This is an optimization exercise on Yosys and OpenROAD, whose aim is small area, a short achievable clock period and few clock cycles, not a production implementation. No functional check of the RTL was part of any run shown here.

==> config.mk <==
export PLATFORM = sky130hd
export DESIGN_NAME = vs_layout
export DESIGN_NICKNAME = vs_layout
export VERILOG_FILES = /design/flow/design.v
export SDC_FILE = /design/flow/constraint.sdc
export NUM_CORES = 4
export LEC_CHECK = 0
export CAP_MARGIN = 20
export CORE_MARGIN = 2
export CORE_UTILIZATION = 40
export SLEW_MARGIN = 20
==> constraint.sdc <==
create_clock -name core_clock -period 14.0 [get_ports {clk}]
set_input_delay 2.8000 -clock core_clock [delete_from_list [all_inputs] [get_ports {clk}]]
set_output_delay 2.8000 -clock core_clock [all_outputs]
set_load 0.01 [all_outputs]
==> design.v <==
module vs_layout (
    input  wire        clk,
    input  wire        rst,
    input  wire        start,
    input  wire [4:0]  fmt,
    input  wire [14:0] w,
    input  wire [14:0] h,
    output reg         done,
    output reg  [3:0]  errcode,    
    output reg  [1:0]  nplanes,
    output reg  [31:0] total,
    output reg  [14:0] p0_w, p1_w, p2_w,
    output reg  [14:0] p0_h, p1_h, p2_h,
    output reg  [16:0] p0_stride, p1_stride, p2_stride,
    output reg  [31:0] p0_offset, p1_offset, p2_offset,
    output reg  [31:0] p0_size, p1_size, p2_size,
    output reg  [1:0]  p0_role, p1_role, p2_role
);
  localparam ROLE_Y = 2'd0;
  localparam ROLE_U = 2'd1;
  localparam ROLE_V = 2'd2;
  reg        busy;
  reg [4:0]  fmt_r;
  reg [14:0] w_r, h_r;
  always @(posedge clk) begin
    if (rst) begin
      busy <= 1'b0;
    end else begin
      busy <= start;
    end
    if (start) begin
      fmt_r <= fmt;
      w_r   <= w;
      h_r   <= h;
    end
  end
  wire [16:0] w17      = {2'b00, w_r};
  wire [16:0] round4_w = (w17 + 17'd3) & ~17'd3;
  wire [16:0] round8_w = (w17 + 17'd7) & ~17'd7;
  wire [16:0] round16_w = (w17 + 17'd15) & ~17'd15;
  wire [16:0] w3       = w17 * 17'd3;
  wire [16:0] round4_3w = (w3 + 17'd3) & ~17'd3;
  wire [16:0] w2       = {w17[15:0], 1'b0};
  wire [16:0] round4_2w = (w2 + 17'd3) & ~17'd3;
  wire [16:0] half4_w  = round4_w >> 1;
  wire [16:0] round4_half4_w = (half4_w + 17'd3) & ~17'd3;
  wire [14:0] cdiv2_w  = (w_r >> 1) + {14'd0, w_r[0]};
  wire [14:0] cdiv4_w  = (w_r >> 2) + {14'd0, (w_r[1:0] != 2'd0)};
  wire [14:0] cdiv2_h  = (h_r >> 1) + {14'd0, h_r[0]};
  wire [15:0] round2_h = {1'b0, h_r} + {15'd0, h_r[0]};
  reg [1:0]  n;
  reg [14:0] lw0, lw1, lw2, lh0, lh1, lh2;
  reg [15:0] ah0, ah1, ah2;
  reg [16:0] st0, st1, st2;
  reg [1:0]  rl0, rl1, rl2;
  always @(*) begin
    n   = 2'd1;
    lw0 = w_r;  lh0 = h_r;  ah0 = {1'b0, h_r};  st0 = 17'd0;  rl0 = ROLE_Y;
    lw1 = 15'd0; lh1 = 15'd0; ah1 = 16'd0; st1 = 17'd0; rl1 = ROLE_Y;
    lw2 = 15'd0; lh2 = 15'd0; ah2 = 16'd0; st2 = 17'd0; rl2 = ROLE_Y;
    case (fmt_r)
      5'd0, 5'd1, 5'd2, 5'd3, 5'd4, 5'd5, 5'd6, 5'd7, 5'd8: begin
        st0 = {w17[14:0], 2'b00};
      end
      5'd10, 5'd11, 5'd12: begin
        st0 = round4_3w;
      end
      5'd14, 5'd15, 5'd16, 5'd20, 5'd21, 5'd22: begin
        st0 = round4_2w;
      end
      5'd23: begin
        st0 = round4_w;
      end
      5'd9: begin    
        n   = 2'd3;
        st0 = round4_w;
        lw1 = w_r; lh1 = h_r; ah1 = {1'b0, h_r}; st1 = round4_w; rl1 = ROLE_U;
        lw2 = w_r; lh2 = h_r; ah2 = {1'b0, h_r}; st2 = round4_w; rl2 = ROLE_V;
      end
      5'd13: begin   
        n   = 2'd3;
        st0 = round4_w;
        lw1 = cdiv2_w; lh1 = h_r; ah1 = {1'b0, h_r}; st1 = round8_w >> 1; rl1 = ROLE_U;
        lw2 = cdiv2_w; lh2 = h_r; ah2 = {1'b0, h_r}; st2 = round8_w >> 1; rl2 = ROLE_V;
      end
      5'd19: begin   
        n   = 2'd3;
        st0 = round4_w;
        lw1 = cdiv4_w; lh1 = h_r; ah1 = {1'b0, h_r}; st1 = round16_w >> 2; rl1 = ROLE_U;
        lw2 = cdiv4_w; lh2 = h_r; ah2 = {1'b0, h_r}; st2 = round16_w >> 2; rl2 = ROLE_V;
      end
      5'd17, 5'd18: begin   
        n   = 2'd3;
        st0 = round4_w;
        ah0 = round2_h;
        lw1 = cdiv2_w; lh1 = cdiv2_h; ah1 = {1'b0, cdiv2_h}; st1 = round4_half4_w;
        lw2 = cdiv2_w; lh2 = cdiv2_h; ah2 = {1'b0, cdiv2_h}; st2 = round4_half4_w;
        rl1 = (fmt_r == 5'd17) ? ROLE_U : ROLE_V;
        rl2 = (fmt_r == 5'd17) ? ROLE_V : ROLE_U;
      end
      default: ;
    endcase
  end
  wire [32:0] sz0 = {16'd0, st0} * {17'd0, ah0};
  wire [32:0] sz1 = {16'd0, st1} * {17'd0, ah1};
  wire [32:0] sz2 = {16'd0, st2} * {17'd0, ah2};
  wire [31:0] off1 = sz0[31:0];
  wire [31:0] off2 = sz0[31:0] + sz1[31:0];
  wire [31:0] tot  = sz0[31:0] + sz1[31:0] + sz2[31:0];
  wire [3:0] ec = (fmt_r > 5'd23) ? 4'd1 : (w_r == 15'd0 || h_r == 15'd0) ? 4'd6 : 4'd0;
  always @(posedge clk) begin
    if (rst) begin
      done <= 1'b0;
    end else begin
      done <= busy;
    end
    if (busy) begin
      errcode   <= ec;
      nplanes   <= n;
      total     <= tot;
      p0_w <= lw0; p0_h <= lh0; p0_stride <= st0; p0_offset <= 32'd0; p0_size <= sz0[31:0]; p0_role <= rl0;
      p1_w <= lw1; p1_h <= lh1; p1_stride <= st1; p1_offset <= (n == 2'd3) ? off1 : 32'd0;
      p1_size <= sz1[31:0]; p1_role <= rl1;
      p2_w <= lw2; p2_h <= lh2; p2_stride <= st2; p2_offset <= (n == 2'd3) ? off2 : 32'd0;
      p2_size <= sz2[31:0]; p2_role <= rl2;
    end
  end
endmodule
==> run.sh <==
#!/bin/bash
# synth_recipe.tcl (not shown) runs the flow's synth.tcl, then flattens the netlist and writes it again
# the make line also repeats each setting of config.mk as NAME=value (left out here)
make -C /OpenROAD-flow-scripts/flow DESIGN_CONFIG=/design/flow/config.mk WORK_HOME=/design/flow/orfs CLKGATE_MAP_FILE= SYNTH_SCRIPT=/design/flow/synth_recipe.tcl finish
==> impl_metrics.py, run 1 <==
metrics = {
    "setup_path": {
        "cp_max_fo": 12,
        "crit_top_cell": "a21oi_1",
        "slowest_delay_ps": 840,
        "r2r_end": "total[31]$_DFFE_PP_",
        "required_ps": 14300,
        "path_buf_inv": 5,
        "regToRegSetupSlack_ps": 980,
        "cp-end-kind": "flip-flop",
        "r2r.worst_path.cells": 49,
        "startpoint_type": "flip-flop",
        "r2r-start": "w_r[2]$_DFFE_PP_",
        "critPathSlowestCell": "a221oi_2",
        "critical_path_arrival_ps": 13320,
        "cp_top_family": "compound AO/OA/AOI/OAI gates",
        "crit_type": "flip-flop to flip-flop",
    },
    "hold_path": {
        "hold_path_class": "flip-flop to flip-flop",
        "min_from": "w_r[7]$_DFFE_PP_",
        "hold_path_depth": 0,
        "whs_endpoint": "p0_w[7]$_DFFE_PP_",
    },
    "floorplanning": {
        "ios": 416,
        "num_rows": 102,
        "initial_core_util": 0.404,
        "core_um2": 77300,
        "die-height_um": 283,
        "die_x_um": 283,
        "die-area_um2": 80300,
    },
    "sta": {
        "finalCritPeriodShare": 0.930,
        "tightestPinTransition_ps": 1150,
        "drv_slew": 0,
        "layout_min_cycle_time_ps": 13020,
        "setup_viol_count_final": 0,
        "rsz0062_at_grt": "no",
        "fmax_ghz": 0.0768,
        "finClkSkew_ps": 27.2,
        "slew_headroom": 0.226,
        "tns_ps": 0,
        "final_hold_viol_count": 0,
    },
    "routing": {
        "route.detailed.drc": 0,
        "route.met3.wl_mm": 6.71,
        "wl_met2_mm": 44.6,
        "drt-initial-drc-count": 1795,
        "ant_nets": 0,
        "dr.max_layer_used": "met5",
        "routed_wl_mm": 95.6,
        "wl_per_cell_um": 21.0,
        "dr_total_vias": 23388,
        "wl_met1_mm": 41.0,
        "via_per_inst": 5.14,
        "dr.pass1.iters": 7,
    },
    "run": {
        "max_cap_violations": 0,
    },
    "yosys": {
        "netlist_top_cells_count": "inv_1 (475), nand2_1 (345), fa_1 (336), ha_1 (300), edfxtp_1 (278)",
        "ys.flop_type": "edfxtp_1",
        "ys_seq_elements": 280,
        "ys_seq_area_frac": 0.269,
        "async_flop_share": 0,
        "synth_cells": 3210,
        "avgSynthCellArea_um2": 9.73,
        "yosysWarnings": 1,
        "yosysTopAreaCell": "edfxtp_1",
        "synth_top_area_share": 0.267,
        "ys_types": 88,
        "netlist_area_um2": 31200,
        "synth_edf_count": 278,
        "synth_most_common_cell": "inv_1",
        "synthTopCellsByArea": "edfxtp_1 (27%), fa_1 (22%), ha_1 (12%)",
    },
    "clock_tree": {
        "post_cts_buffers": 0,
        "clk_pin_slew_ps": 60,
        "holdBufCountCts": 0,
        "post_cts_resized": 0,
        "cts_buffers": 34,
        "cts_max_path_buffers": 3,
        "cts_tree": "yes",
        "root_buffer": "clkbuf_16",
        "clkSinkCount": 280,
        "insertion_delay_ps": 560,
        "htree_levels": 2,
    },
    "cells_and_area": {
        "drive_above_1_share": 0.0408,
        "area_delta_synth_final_pct": 16.9,
        "fillers": 7438,
        "nets": 4156,
        "seq_area_um2": 8390,
        "multi_input_area_um2": 19900,
        "final_util": 0.472,
        "postLayoutCellArea_um2": 36500,
    },
    "global_routing": {
        "grt_usage": 0.235,
        "grt_pass1_vias": 23678,
        "grt_pass1_wl_mm": 145,
        "grt_max_degree": 73,
        "antenna_found_initial": 6,
        "grt-ovfl-total": 0,
    },
    "status": {
        "outcome": "finished clean",
    },
    "placement": {
        "place_congestion": 0.955,
        "dp.final_hpwl_mm": 76.6,
        "placed_area_um2": 35400,
        "io_buffers": 359,
    },
}
-- per-stage QoR --
step	std cells	worst slack, ps	hold WS [ps]
after floorplan	3264	2610	424
after global placement	4486	1170	452
after detailed placement	4486	1070	471
after CTS	4548	1050	485
after global routing	4548	257	503
final	4549	979	483
-- routing by layer --
metal,vias to the layer above,track usage
met2,863,0.387
li1,10858,-
met3,160,0.0453
met5,-,0
met1,11503,0.312
met4,4,0.0786
-- cell families after synthesis --
family,share of synthesized area
buffers and inverters,0.103
AOI/OAI and AO/OA,0.0918
other,0.000241
DFF,0.269
and+or+nand+nor,0.137
xor gates and xnor gates,0.0591
muxes,0.00425
adders and majority gates,0.336
-- worst reg2reg max path: cells and delay by family, from the launching register on --
kind                       cells  cell delay, ps
xor gates and xnor gates       4             620
buffers and inverters          5             620
and+or+nand+nor                8            1330
AOI/OAI and AO/OA             21            4880
adders and majority gates     11            4660
DFF                            1             640
-- final cells by class --
type / count / share of cell area
Inverter: 496 / 0.0510
Timing Repair Buffer: 408 / 0.108
Clock inverter: 23 / 0.00730
Antenna cell: 1 / 0.0000685
Sequential cell: 280 / 0.230
Clock buffer: 39 / 0.0238
Tap cell: 1040 / 0.0356
Multi-Input combinational cell: 2262 / 0.544
-- registers in the layout, summed over array words and instances (netlist names) --
| signal | cells |
|---|---|
| p1_offset | 30 |
| p1_size | 30 |
| p2_offset | 30 |
| total | 30 |
| p0_size | 29 |
| h_r | 15 |
| p0_h | 15 |
| p0_stride | 15 |
| p0_w | 15 |
| p1_h | 15 |
| p1_w | 15 |
| w_r | 15 |
| p1_stride | 14 |
| fmt_r | 5 |
| errcode | 2 |
| busy | 1 |
| done | 1 |
| nplanes | 1 |
| p1_role | 1 |
| p2_role | 1 |
-- how the worst max path moves through the flow --
stage                                start                   to  slack (ps)  cells past startpoint
after floorplan           w_r[2]$_DFFE_PP_  total[31]$_DFFE_PP_        2610                     47
after global placement    w_r[2]$_DFFE_PP_  total[31]$_DFFE_PP_        1170                     49
after detailed placement  w_r[0]$_DFFE_PP_  total[31]$_DFFE_PP_        1070                     47
after CTS                 w_r[0]$_DFFE_PP_  total[31]$_DFFE_PP_        1050                     47
after global routing      w_r[2]$_DFFE_PP_  total[31]$_DFFE_PP_         260                     49
final                     w_r[2]$_DFFE_PP_  total[31]$_DFFE_PP_         980                     49
-- cells in the final DEF, fill, tap and decap left out, drive strengths merged, types with 27 or more instances in the layout --
cell and instances:
o21ai 82, fa 336, edfxtp 278, inv 486, buf 50, ha 300
nand2b 27, a21o 34, xnor2 165, nand2 345, nand3 41, clkbuf 39
conb 56, o21a 31, and2 145, nor2 257, a21oi 107, clkdlybuf4s50 358
xor2 45
==> run 2: changes to the inputs <==
==> design.v (replaced) <==
module vs_layout (
    input  wire        clk,
    input  wire        rst,
    input  wire        start,
    input  wire [4:0]  fmt,
    input  wire [14:0] w,
    input  wire [14:0] h,
    output reg         done,
    output wire [3:0]  errcode,    
    output wire [1:0]  nplanes,
    output wire [31:0] total,
    output wire [14:0] p0_w, p1_w, p2_w,
    output wire [14:0] p0_h, p1_h, p2_h,
    output wire [16:0] p0_stride, p1_stride, p2_stride,
    output wire [31:0] p0_offset, p1_offset, p2_offset,
    output wire [31:0] p0_size, p1_size, p2_size,
    output wire [1:0]  p0_role, p1_role, p2_role
);
  reg [4:0]  f;
  reg [14:0] wr, hr;
  always @(posedge clk) begin
    done <= start & ~rst;
    f    <= fmt;
    wr   <= w;
    hr   <= h;
  end
  wire c4     = (f <= 5'd8);                                    
  wire c3     = (f >= 5'd10) && (f <= 5'd12);                   
  wire c2     = ((f >= 5'd14) && (f <= 5'd16)) || ((f >= 5'd20) && (f <= 5'd22));
  wire y444   = (f == 5'd9);
  wire y42b   = (f == 5'd13);
  wire y41b   = (f == 5'd19);
  wire i420   = (f == 5'd17) || (f == 5'd18);
  wire planar = y444 | y42b | y41b | i420;
  wire [16:0] w3    = {2'b00, wr} + {1'b0, wr, 1'b0};
  wire [14:0] cd4_3w = (w3 + 17'd3) >> 2;                      
  wire [14:0] cd2_w  = (wr >> 1) + {14'd0, wr[0]};              
  wire [14:0] cd4_w  = (wr >> 2) + {14'd0, |wr[1:0]};           
  wire [14:0] cd8_w  = (wr >> 3) + {14'd0, |wr[2:0]};           
  wire [14:0] cd16_w = (wr >> 4) + {14'd0, |wr[3:0]};           
  wire [14:0] a0 = c4 ? wr : c3 ? cd4_3w : c2 ? cd2_w : cd4_w;
  wire [13:0] a1 = y444 ? cd4_w[13:0] : (y42b | i420) ? cd8_w[13:0] : y41b ? cd16_w[13:0] : 14'd0;
  wire        odd = i420 & hr[0];
  wire [14:0] hb1 = i420 ? {1'b0, hr[14:1]} : hr;
  wire [29:0] q0 = a0 * hr + (odd ? {15'd0, a0} : 30'd0);
  wire [27:0] q1 = a1 * hb1 + (odd ? {14'd0, a1} : 28'd0);
  wire [29:0] q01 = q0 + {2'b00, q1};
  wire [29:0] qt  = q0 + {1'b0, q1, 1'b0};
  assign errcode = (f > 5'd23) ? 4'd1 : (wr == 15'd0 || hr == 15'd0) ? 4'd6 : 4'd0;
  assign nplanes = planar ? 2'd3 : 2'd1;
  assign total   = {qt, 2'b00};
  assign p0_w      = wr;
  assign p0_h      = hr;
  assign p0_stride = {a0, 2'b00};
  assign p0_offset = 32'd0;
  assign p0_size   = {q0, 2'b00};
  assign p0_role   = 2'd0;
  wire [14:0] pw = y444 ? wr : y41b ? cd4_w : cd2_w;
  wire [14:0] ph = i420 ? hb1 + {14'd0, hr[0]} : hr;
  assign p1_w      = planar ? pw : 15'd0;
  assign p1_h      = planar ? ph : 15'd0;
  assign p1_stride = {1'b0, a1, 2'b00};
  assign p1_offset = planar ? {q0, 2'b00} : 32'd0;
  assign p1_size   = {2'b00, q1, 2'b00};
  assign p1_role   = planar ? ((f == 5'd18) ? 2'd2 : 2'd1) : 2'd0;
  assign p2_w      = p1_w;
  assign p2_h      = p1_h;
  assign p2_stride = p1_stride;
  assign p2_offset = planar ? {q01, 2'b00} : 32'd0;
  assign p2_size   = p1_size;
  assign p2_role   = planar ? ((f == 5'd18) ? 2'd1 : 2'd2) : 2'd0;
endmodule
==> run 2 against run 1 <==
- global-route usage increased by 5.1 points
- critical path depth fell by 12
- clock-buffer cell count down 34
- highest routed layer unchanged
==> impl_metrics.py, run 2 <==
metrics = {
    "floorplanning": {
        "ios": 416,
        "num_rows": 88,
        "die_x_um": 246,
        "die-area_um2": 60300,
        "die-height_um": 246,
        "core_um2": 57700,
        "initial_core_util": 0.404,
    },
    "routing": {
        "drt-initial-drc-count": 1754,
        "ant_nets": 0,
        "routed_wl_mm": 86.8,
        "dr_total_vias": 21611,
        "dr.pass1.iters": 5,
        "via_per_inst": 5.34,
        "wl_met2_mm": 38.3,
        "dr.max_layer_used": "met5",
        "route.met3.wl_mm": 8.92,
        "wl_met1_mm": 36.3,
        "route.detailed.drc": 0,
        "wl_per_cell_um": 21.4,
    },
    "global_routing": {
        "grt-ovfl-total": 0,
        "antenna_found_initial": 2,
        "grt_pass1_vias": 22047,
        "grt_usage": 0.287,
        "grt_pass1_wl_mm": 132,
        "grt_max_degree": 60,
    },
    "cells_and_area": {
        "drive_above_1_share": 0.0743,
        "area_delta_synth_final_pct": 21.3,
        "antenna_cells": 0,
        "final_common_cell": "inv_1",
        "reg_top3": "hr: 15 flops, wr: 15 flops, f: 5 flops",
        "final_cell_count_no_fill": 4048,
        "nets": 3964,
        "final_cell_mix": "inv_1 (469), nand2_1 (364), clkdlybuf4s50_1 (353)",
        "final_util": 0.491,
        "postLayoutCellArea_um2": 28300,
    },
    "setup_path": {
        "required_ps": 11200,
        "critPathSlowestCell": "clkdlybuf4s50_1",
        "crit_top_cell": "fa_1",
        "worstSetupStartpoint": "wr[6]$_DFF_P_",
        "crit_type": "flip-flop to output pin",
        "slowest_delay_ps": 570,
        "cp-end-kind": "output pin",
        "critical_path_arrival_ps": 10760,
        "setup.worst_path.end": "p2_offset[30]",
        "cp_max_fo": 10,
        "startpoint_type": "flip-flop",
    },
    "clock_tree": {
        "clkSinkCount": 36,
        "cts_tree": "yes",
        "clk_pin_slew_ps": 80,
        "cts_buffers": 5,
        "holdBufCountCts": 0,
        "cts_max_path_buffers": 2,
        "root_buffer": "clkbuf_16",
        "htree_levels": 2,
    },
    "placement": {
        "dp_cells": 4036,
        "place_congestion": 0.966,
        "dp.final_hpwl_mm": 72.9,
        "placed_area_um2": 27900,
        "io_buffers": 355,
        "dpl_worst_slack_ps": 212,
    },
    "sta": {
        "final_hold_viol_count": 0,
        "fmax_ghz": 0.0737,
        "tightestPinTransition_ps": 1110,
        "finalCritPeriodShare": 0.969,
        "layout_min_cycle_time_ps": 13560,
        "drv_slew": 0,
        "setup_ws_ps": 438,
        "tns_ps": 0,
        "setup_viol_count_final": 0,
        "timing.hold.ws_ps": 2920,
        "slew_headroom": 0.257,
    },
    "yosys": {
        "synth_top_family_by_area": "adder cells",
        "async_flop_share": 0,
        "synth_edf_count": 0,
        "synthXorXnorAreaFrac": 0.0611,
        "ys_seq_elements": 36,
        "synthSimpleGateAreaFrac": 0.188,
        "synthAdderAreaFrac": 0.458,
        "synth_compound_area_frac": 0.113,
        "avgSynthCellArea_um2": 7.94,
        "netlist_top_cells_count": "inv_1 (469), nand2_1 (364), fa_1 (349), ha_1 (295), nor2_1 (243)",
        "synth_top_area_share": 0.299,
        "yosysTopAreaCell": "fa_1",
        "ys_seq_area_frac": 0.0309,
        "synth_mux_area_frac": 0.0120,
        "synth_cells": 2937,
        "yosysWarnings": 1,
        "synthTopCellsByArea": "fa_1 (30%), ha_1 (16%), inv_1 (7.5%)",
        "ys.flop_type": "dfxtp_1",
        "ys_types": 79,
        "netlist_area_um2": 23300,
        "synth_most_common_cell": "inv_1",
    },
    "hold_path": {
        "hold_path_class": "input pin to flip-flop",
    },
    "status": {
        "outcome": "finished clean",
    },
    "run": {
        "max_cap_violations": 0,
    },
}
==> run 2: repair_timing <==
action,in CTS,in global routing
pin swaps,0,4
gates resized for setup,6,41
endpoints found under the setup margin,2,19
setup buffers,0,4
cloned,0,0
==> run 2: layout make-up <==
cell class,count,area (um^2)
clock buffer,5,125
tap,765,957
fill,5654,29400
sequential,36,722
inverter,475,1780
clock inverter,3,46.3
timing repair buffer,520,4830
multi-input combinational,2244,19900
==> run 2: how the worst min path moves through the flow <==
stage                 from              to  slack [ps]  depth (start not counted)
floorplan           fmt[0]    f[0]$_DFF_P_        2830                          0
global placement      h[0]   hr[0]$_DFF_P_        3250                          1
detailed placement   w[14]  wr[14]$_DFF_P_        3250                          1
CTS                  w[14]  wr[14]$_DFF_P_        2910                          1
global route         w[11]  wr[11]$_DFF_P_        2920                          1
finish               h[13]  hr[13]$_DFF_P_        2920                          1
==> run 2: critical path, delay by kind of cell, from the launching register on <==
kind            cells  cell delay (ps)
mux                 1              250
simple gates        9             2200
compound gates      9             1680
xor+xnor            2              470
fa+ha+maj           9             4030
flops               1              550
buf+inv             7             1300
==> run 2: cells by family after synthesis <==
kind of cell / Yosys count
adders and majority gates: 644
DFF: 36
other: 2
xor gates and xnor gates: 161
muxes: 27
and+or+nand+nor: 948
AOI/OAI and AO/OA: 402
buffers and inverters: 717
==> run 2: routing by layer <==
layer,global-route usage,vias to the layer above
li1,-,9811
met1,0.391,10741
met2,0.440,935
met3,0.0721,120
met4,0.100,4
met5,0,-
==> run 3: changes to the inputs <==
--- a/design.v
+++ b/design.v
@@ -16,34 +16,48 @@
     output wire [31:0] p0_size, p1_size, p2_size,
     output wire [1:0]  p0_role, p1_role, p2_role
 );
+  wire i4     = (fmt <= 5'd8);
+  wire i3     = (fmt >= 5'd10) && (fmt <= 5'd12);
+  wire i2     = ((fmt >= 5'd14) && (fmt <= 5'd16)) || ((fmt >= 5'd20) && (fmt <= 5'd22));
+  wire ii420  = (fmt == 5'd17) || (fmt == 5'd18);
+  wire [16:0] in_w3   = {2'b00, w} + {1'b0, w, 1'b0} + 17'd3;
+  wire [14:0] in_a0   = i4 ? w :
+                        i3 ? in_w3[16:2] :
+                        i2 ? ((w >> 1) + {14'd0, w[0]}) :
+                             ((w >> 2) + {14'd0, |w[1:0]});
+  wire        in_odd  = ii420 & h[0];
+  wire [29:0] in_q0   = in_a0 * h + (in_odd ? {15'd0, in_a0} : 30'd0);
   reg [4:0]  f;
   reg [14:0] wr, hr;
+  reg [29:0] q0;
   always @(posedge clk) begin
     done <= start & ~rst;
     f    <= fmt;
     wr   <= w;
     hr   <= h;
+    q0   <= in_q0;
   end
-  wire c4     = (f <= 5'd8);                                    
-  wire c3     = (f >= 5'd10) && (f <= 5'd12);                   
+  wire c4     = (f <= 5'd8);
+  wire c3     = (f >= 5'd10) && (f <= 5'd12);
   wire c2     = ((f >= 5'd14) && (f <= 5'd16)) || ((f >= 5'd20) && (f <= 5'd22));
   wire y444   = (f == 5'd9);
   wire y42b   = (f == 5'd13);
   wire y41b   = (f == 5'd19);
   wire i420   = (f == 5'd17) || (f == 5'd18);
   wire planar = y444 | y42b | y41b | i420;
-  wire [16:0] w3    = {2'b00, wr} + {1'b0, wr, 1'b0};
-  wire [14:0] cd4_3w = (w3 + 17'd3) >> 2;                      
+  wire [14:0] cd4_3w = ({2'b00, wr} + {1'b0, wr, 1'b0} + 17'd3) >> 2;    
   wire [14:0] cd2_w  = (wr >> 1) + {14'd0, wr[0]};              
   wire [14:0] cd4_w  = (wr >> 2) + {14'd0, |wr[1:0]};           
   wire [14:0] cd8_w  = (wr >> 3) + {14'd0, |wr[2:0]};           
   wire [14:0] cd16_w = (wr >> 4) + {14'd0, |wr[3:0]};           
   wire [14:0] a0 = c4 ? wr : c3 ? cd4_3w : c2 ? cd2_w : cd4_w;
   wire [13:0] a1 = y444 ? cd4_w[13:0] : (y42b | i420) ? cd8_w[13:0] : y41b ? cd16_w[13:0] : 14'd0;
-  wire        odd = i420 & hr[0];
-  wire [14:0] hb1 = i420 ? {1'b0, hr[14:1]} : hr;
-  wire [29:0] q0 = a0 * hr + (odd ? {15'd0, a0} : 30'd0);
-  wire [27:0] q1 = a1 * hb1 + (odd ? {14'd0, a1} : 28'd0);
+  wire [1:0]  t   = y42b ? {1'b0, cd4_w[0]} :
+                    i420 ? {1'b0, cd4_w[0]} :
+                    y41b ? (2'd0 - cd4_w[1:0]) : 2'd0;
+  wire        ec0 = i420 & t[0] & hr[0];
+  wire [29:0] u   = q0 + (t[0] ? {15'd0, hr} : 30'd0) + (t[1] ? {14'd0, hr, 1'b0} : 30'd0) + {29'd0, ec0};
+  wire [27:0] q1  = y444 ? q0[27:0] : y42b ? u[28:1] : (y41b | i420) ? u[29:2] : 28'd0;
   wire [29:0] q01 = q0 + {2'b00, q1};
   wire [29:0] qt  = q0 + {1'b0, q1, 1'b0};
   assign errcode = (f > 5'd23) ? 4'd1 : (wr == 15'd0 || hr == 15'd0) ? 4'd6 : 4'd0;
@@ -56,7 +70,7 @@
   assign p0_size   = {q0, 2'b00};
   assign p0_role   = 2'd0;
   wire [14:0] pw = y444 ? wr : y41b ? cd4_w : cd2_w;
-  wire [14:0] ph = i420 ? hb1 + {14'd0, hr[0]} : hr;
+  wire [14:0] ph = i420 ? (hr >> 1) + {14'd0, hr[0]} : hr;
   assign p1_w      = planar ? pw : 15'd0;
   assign p1_h      = planar ? ph : 15'd0;
   assign p1_stride = {1'b0, a1, 2'b00};
==> run 3 against run 2 <==
- largest cell class unchanged
- critical path type unchanged
- setup slack gained 1000 ps
- first-iteration DRC count shrank 28%
- via count shrank 13%
- critical path depth shrank 6
- sequential share of layout area grew 3.0 points
- synthesized cell count shrank 12%
- critical endpoint is now total[31]
==> impl_metrics.py, run 3 <==
metrics = {
    "sta": {
        "tightestPinTransition_ps": 1040,
        "rsz0062_at_grt": "no",
        "final_hold_viol_count": 0,
        "slew_headroom": 0.301,
        "finalCritPeriodShare": 0.895,
        "tns_ps": 0,
        "layout_min_cycle_time_ps": 12520,
        "timing.hold.ws_ps": 2990,
        "setup_viol_count_final": 0,
        "fmax_ghz": 0.0798,
        "drv_slew": 0,
    },
    "setup_path": {
        "required_ps": 11200,
        "critPathSlowestCell": "nor2_1",
        "slowest_delay_ps": 750,
        "critical_path_arrival_ps": 9720,
        "crit_type": "flip-flop to output pin",
        "crit_top_cell": "ha_1",
        "startpoint_type": "flip-flop",
        "cp-end-kind": "output pin",
        "cp_max_fo": 15,
    },
    "routing": {
        "drt-initial-drc-count": 1258,
        "ant_nets": 0,
        "dr.pass1.iters": 5,
        "dr_total_vias": 18734,
        "wl_per_cell_um": 20.7,
        "route.detailed.drc": 0,
        "routed_wl_mm": 71.9,
        "via_per_inst": 5.39,
    },
    "cells_and_area": {
        "antenna_cells": 0,
        "drive_above_1_share": 0.0271,
        "final_common_cell": "clkdlybuf4s50_1",
        "final_cell_mix": "clkdlybuf4s50_1 (355), inv_1 (304), nand2_1 (264)",
        "largest_register_ffs": 30,
        "area_delta_synth_final_pct": 18.3,
        "nets": 3291,
        "reg_top3": "q0: 30 flops, hr: 15 flops, wr: 15 flops",
        "largest_register": "q0",
    },
    "floorplanning": {
        "die-area_um2": 52400,
        "die-height_um": 229,
        "initial_core_util": 0.404,
        "core_um2": 50100,
        "die_x_um": 229,
        "num_rows": 82,
        "ios": 416,
    },
    "clock_tree": {
        "root_buffer": "clkbuf_16",
        "post_cts_buffers": 0,
        "clk_pin_slew_ps": 60,
        "cts_tree": "yes",
        "holdBufCountCts": 0,
        "post_cts_resized": 0,
        "htree_levels": 3,
        "cts_buffers": 9,
        "clkSinkCount": 66,
        "cts_max_path_buffers": 2,
    },
    "status": {
        "outcome": "finished clean",
    },
    "yosys": {
        "ys_types": 75,
        "netlist_top_cells_count": "inv_1 (304), nand2_1 (264), ha_1 (256), fa_1 (198), a21oi_1 (144)",
        "yosysTopAreaCell": "fa_1",
        "ys_seq_elements": 66,
        "synth_edf_count": 0,
        "synth_most_common_cell": "inv_1",
        "async_flop_share": 0,
        "synthTopCellsByArea": "fa_1 (20%), ha_1 (16%), dfxtp_1 (6.5%)",
        "synth_top_area_share": 0.196,
        "ys_seq_area_frac": 0.0653,
        "ys.flop_type": "dfxtp_1",
        "netlist_area_um2": 20200,
        "synth_cells": 2592,
        "yosysWarnings": 1,
        "avgSynthCellArea_um2": 7.81,
    },
    "placement": {
        "place_congestion": 0.958,
        "io_buffers": 355,
        "dp.final_hpwl_mm": 59.4,
    },
    "global_routing": {
        "grt_pass1_vias": 18560,
        "grt_usage": 0.267,
        "antenna_found_initial": 0,
        "grt_pass1_wl_mm": 110,
        "grt_max_degree": 70,
        "grt-ovfl-total": 0,
    },
    "run": {
        "max_cap_violations": 0,
    },
    "hold_path": {
        "hold_path_class": "input pin to flip-flop",
    },
}
## run 3: cell count changes after synthesis, sizes merged, moves of 21 or more
cell   previous run  this run
o21ai            82       105
nor2            243       143
and2            155        90
nand3            36        81
nand2           364       264
a21oi           118       144
dfxtp            36        66
nor2b            29        72
fa              349       198
inv             469       304
ha              295       256
and3             17        38
## run 3: cell families after synthesis
family	Yosys count	share of synthesized area
simple gates	801	0.193
buf+inv	546	0.128
compound gates	491	0.157
fa+ha+maj	455	0.355
xor+xnor	191	0.0827
flops	66	0.0653
mux	40	0.0199
other cells	2	0.000371
## run 3: layout make-up
class / instances / area [um^2]
Clock buffer: 9 / 225
Clock inverter: 7 / 82.6
Fill cell: 5003 / 26100
Inverter: 308 / 1160
Multi-Input combinational cell: 2039 / 16600
Sequential cell: 66 / 1320
Tap cell: 672 / 841
Timing Repair Buffer: 375 / 3700
## run 3: final timing paths
path / start / endpoint / slack, ps / depth (start not counted)
worst max-delay path: wr[1]$_DFF_P_ / total[31] / 1480 / 31
worst min-delay path: rst / done$_DFF_P_ / 2990 / 2
## run 3: critical path: cells and delay by family, from the launching register on
kind,cells,cell delay (ps)
xor+xnor,3,470
mux,1,110
fa+ha+maj,7,2410
compound gates,11,3520
buf+inv,5,930
simple gates,4,1380
flops,1,480
## run 3: metrics by stage
step | util | cell area, um^2 | instances | setup slack [ps]
floorplan | - | 20500 | 2651 | 3800
global placement | 0.472 | 23600 | 3460 | 1920
detailed placement | 0.472 | 23600 | 3460 | 1880
CTS | 0.478 | 23900 | 3476 | 1440
global route | 0.478 | 23900 | 3476 | 909
finish | 0.478 | 23900 | 3476 | 1480
## run 3: routing by layer
| metal | vias up | global-route usage | wire (um) |
|---|---|---|---|
| met1 | 9191 | 0.375 | 33700 |
| met4 | 0 | 0.0580 | 1190 |
| met5 | - | 0 | 0 |
| met3 | 74 | 0.0271 | 3670 |
| li1 | 8838 | - | - |
| met2 | 631 | 0.443 | 33400 |

==> separate check: timing with driven ports <==
No port has a modelled driver above. Below, the same layouts with a new extraction and two added sets of constraints.
Step 1 (the two cells are an assumption about what drives the block):
set clk [get_ports {clk}]
set_driving_cell -lib_cell sky130_fd_sc_hd__clkbuf_16 $clk
set_driving_cell -lib_cell sky130_fd_sc_hd__buf_2 [delete_from_list [all_inputs] $clk]
Step 2 times the ports against the registers' clock, not the clock port: input delays grow and output delays shrink by t, the midpoint of the rising clock arrivals with the driver on.
a / b / c = ideal / step 1 / step 2; a / b = the first two.
run | shift t [ns] | setup WS [ns] | worst register clock-pin slew, ns | pins driven straight from the clock port
run 1 | 0.618 | 0.979 / 0.979 / 0.979 | 0.07 / 0.07 | 1
run 2 | 0.362 | 0.438 / 0.390 / 0.752 | 0.08 / 0.08 | 1
run 3 | 0.405 | 1.475 / 1.431 / 1.836 | 0.07 / 0.07 | 1
After both steps setup and hold are still met in every run listed.
